Background: an optimization exercise with open tools, aiming at small area, a short achievable clock period and few clock cycles. Do not read the settings as production practice. Only simulation tests tie the RTL to the original design; equivalence was not proved. Power is estimated from default activity; no workload was simulated.

Design mml_voice, start of the top module:
module mml_voice (
    input  wire        clk,
    input  wire        rst,         
    input  wire        in_valid,
    input  wire [7:0]  in_byte,
    input  wire        in_last,     
    output reg         in_ready,
    output reg         out_valid,
    input  wire        out_ready,
    output reg  [1:0]  out_kind,    
    output reg  [18:0] out_freq,    
    output reg  [28:0] out_dur,     
    output reg  [1:0]  out_fill,    
    output reg  [3:0]  out_vol,     
    output reg  [2:0]  out_err,     
    output reg         out_fg       
);
For scale: about 200 flip-flops, roughly 75 I/O pins, ~0.018 mm² of cells after synthesis.
export LEC_CHECK = 0
export CAP_MARGIN = 20
export CORE_MARGIN = 2
export CORE_UTILIZATION = 40
export CTS_CLUSTER_DIAMETER = 60
export CTS_CLUSTER_SIZE = 22
export SLEW_MARGIN = 20
create_clock -name core_clock -period 10.0 [get_ports {clk}]
standard.sh (not shown) runs the stock make flow with config.mk's settings and CLKGATE_MAP_FILE= SYNTH_SCRIPT=/design/flow/synth_recipe.tcl, a recipe that flattens the netlist after the stock synthesis.
==> flow/flow/run.sh <==
#!/bin/bash
set -euo pipefail
bash standard.sh synth > synth.log 2>&1
bash standard.sh SETUP_SLACK_MARGIN=6.5 "BUFFER_PORTS_ARGS=-buffer_cell sky130_fd_sc_hd__buf_2" finish > layout.log 2>&1
The first run completed with no timing, DRC or antenna violations.
Testbench counts at the start, summed over its fixed seeds: cycles 18,967.
Edit:
- ABC_AREA: not set -> 1
- CORE_UTILIZATION: 40 -> 55
- CTS_CLUSTER_DIAMETER: 60 -> not set
- CTS_CLUSTER_SIZE: 22 -> not set
What happened: The changed run completed with no timing, DRC or antenna violations. Total power climbs by roughly a tenth. Final cell count rises slightly. Non-clock buffer count falls by 154. Worst hold slack gains 0.0054 ns. Via count fell by a few percent. Area after synthesis came out lower by a few percent. Combinational power rose by about a fifth. First-iteration DRC count came out lower by roughly a tenth. Worst setup slack is better by 0.52 ns. Routed wire length goes down by about a fifth. Clock skew went up by 0.0078 ns.
Edit:
==> flow/flow/run.sh (replaced) <==
#!/bin/bash
set -euo pipefail
bash standard.sh synth > synth.log 2>&1
bash standard.sh SETUP_SLACK_MARGIN=7.5 "BUFFER_PORTS_ARGS=-buffer_cell sky130_fd_sc_hd__buf_1" finish > layout.log 2>&1
- CORE_UTILIZATION: 55 -> 40
Result:
- The new run completed with no timing, DRC or antenna violations
- clock-buffer cell count falls by 2
- global-route usage came out lower by 3.9 points
- design area came out higher by 32%
- total power climbs by 29%
- die area is higher by 37%
Edit:
==> flow/flow/run.sh (replaced) <==
#!/bin/bash
set -euo pipefail
bash standard.sh synth > synth.log 2>&1
bash standard.sh SETUP_SLACK_MARGIN=6.5 "BUFFER_PORTS_ARGS=-buffer_cell sky130_fd_sc_hd__buf_2" finish > layout.log 2>&1
- CTS_CLUSTER_DIAMETER: not set -> 100
- CTS_CLUSTER_SIZE: not set -> 24
The changed run finished clean.
Power came out lower by 27%.
Worst setup slack gains 0.090 ns.
Global-route usage came out lower by 4.7 points.
Clock-buffer cell count came out lower by 19.
Cell count came out lower by 9.3%.
Edit:
- CAP_MARGIN: 20 -> 5
- SLEW_MARGIN: 20 -> 5
Outcome: Clock power hardly moves; routed wire length hardly moves; sequential share of layout area barely changes; worst hold slack is about the same; total power hardly moves.
Edit:
==> flow/flow/run.sh (replaced) <==
#!/bin/bash
set -euo pipefail
bash standard.sh synth > synth.log 2>&1
bash standard.sh SETUP_SLACK_MARGIN=6.8 "BUFFER_PORTS_ARGS=-buffer_cell sky130_fd_sc_hd__buf_2" finish > layout.log 2>&1
- CAP_MARGIN: 5 -> 20
- CTS_CLUSTER_DIAMETER: 100 -> not set
- CTS_CLUSTER_SIZE: 24 -> not set
- SLEW_MARGIN: 5 -> 20
Effect:
- via count is higher by 4.8%
- wire length went up by 8.5%
- total power came out higher by 15%
- fmax climbs by 1.3%
- sequential cell count does not change
- synthesized area does not change
- global-route usage rises by 1.8 points
- clock skew fell by 0.0096 ns
- clock power increases by 74%

* * *

Starting RTL as in the previous note.
Settings: LEC_CHECK=0, ABC_AREA=1, CAP_MARGIN=20, CORE_MARGIN=2, CORE_UTILIZATION=40, CTS_CLUSTER_DIAMETER=100, CTS_CLUSTER_SIZE=24, SLEW_MARGIN=20; clock period 10.0 ns.
==> flow/flow/run.sh <==
#!/bin/bash
set -euo pipefail
bash standard.sh synth > synth.log 2>&1
bash standard.sh SETUP_SLACK_MARGIN=6.3 "BUFFER_PORTS_ARGS=-buffer_cell sky130_fd_sc_hd__buf_2" finish > layout.log 2>&1
Testbench counts at the start, summed over its fixed seeds: cycles 18,967.
Then changed:
==> flow/run.sh (new file) <==
#!/bin/bash
# synth_recipe.tcl (not shown) runs the flow's synth.tcl, then flattens the netlist and writes it again
# the make line also repeats each setting of config.mk as NAME=value (left out here)
make -C /OpenROAD-flow-scripts/flow DESIGN_CONFIG=/design/flow/config.mk WORK_HOME=/design/flow/orfs CLKGATE_MAP_FILE= SYNTH_SCRIPT=/design/flow/synth_recipe.tcl finish
- CTS_CLUSTER_DIAMETER: 100 -> not set
- CTS_CLUSTER_SIZE: 24 -> not set
- SETUP_SLACK_MARGIN: not set -> 5
removed: flow/flow/run.sh
removed: flow/standard.sh
- die area stays the same
- global-route usage rose by 0.47 points
- fmax fell by 23%
- combinational power fell by about 3%
- worst setup slack got worse by 1.1 ns
- non-clock buffer count fell by 18

* * *

mml_voice again, from the RTL that the note above started with.
export LEC_CHECK = 0
export ABC_AREA = 1
export CAP_MARGIN = 20
export CORE_MARGIN = 2
export CORE_UTILIZATION = 40
export CTS_BUF_LIST = sky130_fd_sc_hd__clkbuf_4 sky130_fd_sc_hd__clkbuf_8
export SLEW_MARGIN = 20
create_clock -name core_clock -period 10.0 [get_ports {clk}]
==> flow/flow/run.sh <==
#!/bin/bash
set -euo pipefail
bash standard.sh synth > synth.log 2>&1
bash standard.sh SETUP_SLACK_MARGIN=6.5 "BUFFER_PORTS_ARGS=-buffer_cell sky130_fd_sc_hd__buf_2" finish > layout.log 2>&1
The baseline went through all stages and came out clean.
Testbench counts at the start, summed over its fixed seeds: cycles 18,967.
Edit:
- CTS_BUF_LIST: sky130_fd_sc_hd__clkbuf_4 sky130_fd_sc_hd__clkbuf_8 -> default
- TNS_END_PERCENT: default -> 10
Outcome: Cell count shrinks slightly. Die area stays the same. Synthesized area stays the same. Worst setup slack got worse by 66 ps. Via count shrinks by a few percent. Routed wire length shrinks slightly.
Edit:
- CTS_CLUSTER_DIAMETER: default -> 60
- CTS_CLUSTER_SIZE: default -> 22
- TNS_END_PERCENT: 10 -> default
What happened: Sequential share of layout area barely changes; hold slack improved by 4.6 ps; critical path depth went down by 8; die area does not change; total power went down by 1.2%; utilization went up by 0.21 points.
Edit:
- CTS_CLUSTER_DIAMETER: 60 -> default
- CTS_CLUSTER_SIZE: 22 -> default
The changed run completed with no timing, DRC or antenna violations. Utilization increases by 0.32 points. Wire length increases by about 0.6%. Non-clock buffer count came out higher by 9. Clock-buffer cell count grows by 5. Final cell count climbs by 0.35%. Die area stays the same. Sequential cell count does not change. Setup slack is better by 11 ps. Hold slack stays flat. Clock skew fell by 13 ps.
Edit:
- CTS_CLUSTER_DIAMETER: default -> 100
- CTS_CLUSTER_SIZE: default -> 24
- PLACE_DENSITY: default -> 0.75
=> The new run passed the timing, DRC and antenna checks. Via count increases by 1.2%. Clock-buffer cell count decreases by 15. Global-route usage decreases by 1.2 points. Sequential power stays flat. Setup slack loses 33 ps. Maximum frequency decreases by 0.94%. Synthesized area stays the same.
Edit:
==> flow/flow/run.sh (replaced) <==
#!/bin/bash
set -euo pipefail
bash standard.sh synth > synth.log 2>&1
bash standard.sh SETUP_SLACK_MARGIN=6.6 "BUFFER_PORTS_ARGS=-buffer_cell sky130_fd_sc_hd__buf_2" finish > layout.log 2>&1
- PLACE_DENSITY: 0.75 -> default
=> The changed run finished clean; clock-buffer cell count went down by 2; core utilization went up by 0.89 points; via count went down by 1.0%; synthesized area stays the same; non-clock buffer count went up by 22; total power went up by about 2%.

==> separate check: timing with driven ports <==
How much do the figures lean on ideal ports? The routed layouts below were timed once more, with nothing changed but the port constraints.
Step 1 sets driving cells, clkbuf_16 on the clock port and buf_2 on the other inputs (assumed; they add their load-dependent delay and slew).
Step 2 adds t to the input delays and takes it off the output delays; t is the mean of the earliest and latest rising clock arrival at the registers after step 1. Input paths then give back, and output paths get back, about the clock's delay inside the block.
Slacks: ideal ports / drivers / drivers and shift; pairs: ideal ports / drivers.
| run | t (ns) | setup slack, ns | clock arrival spread, ns |
|---|---|---|---|
| the first run of note 1 | 0.617 | 6.001 / 6.001 / 5.556 | 0.024 / 0.024 |
| the second run of note 1 | 0.597 | 6.517 / 6.517 / 5.993 | 0.032 / 0.032 |
| the third run of note 1 | 0.602 | 6.500 / 6.500 / 6.111 | 0.020 / 0.020 |
| the fourth run of note 1 | 0.544 | 6.590 / 6.590 / 6.101 | 0.028 / 0.028 |
| the fifth run of note 1 | 0.544 | 6.584 / 6.584 / 6.113 | 0.027 / 0.028 |
| the sixth run of note 1 | 0.597 | 6.627 / 6.627 / 6.116 | 0.020 / 0.020 |
| the first run of note 2 | 0.555 | 6.418 / 6.418 / 5.907 | 0.022 / 0.021 |
| the second run of note 2 | 0.608 | 5.344 / 5.375 / 4.767 | 0.019 / 0.020 |
| the first run of note 3 | 0.648 | 6.548 / 6.548 / 5.979 | 0.034 / 0.034 |
| the second run of note 3 | 0.613 | 6.482 / 6.482 / 5.937 | 0.010 / 0.010 |
| the third run of note 3 | 0.585 | 6.559 / 6.589 / 6.005 | 0.029 / 0.029 |
| the fourth run of note 3 | 0.589 | 6.569 / 6.560 / 6.034 | 0.015 / 0.015 |
| the fifth run of note 3 | 0.537 | 6.537 / 6.557 / 6.029 | 0.034 / 0.034 |
| the sixth run of note 3 | 0.538 | 6.461 / 6.461 / 6.081 | 0.020 / 0.021 |
After both steps setup and hold are still met in every run listed. For the second run of note 2, which loses most, drivers alone change the setup slack by +0.031 ns; drivers and shift together by -0.577 ns.
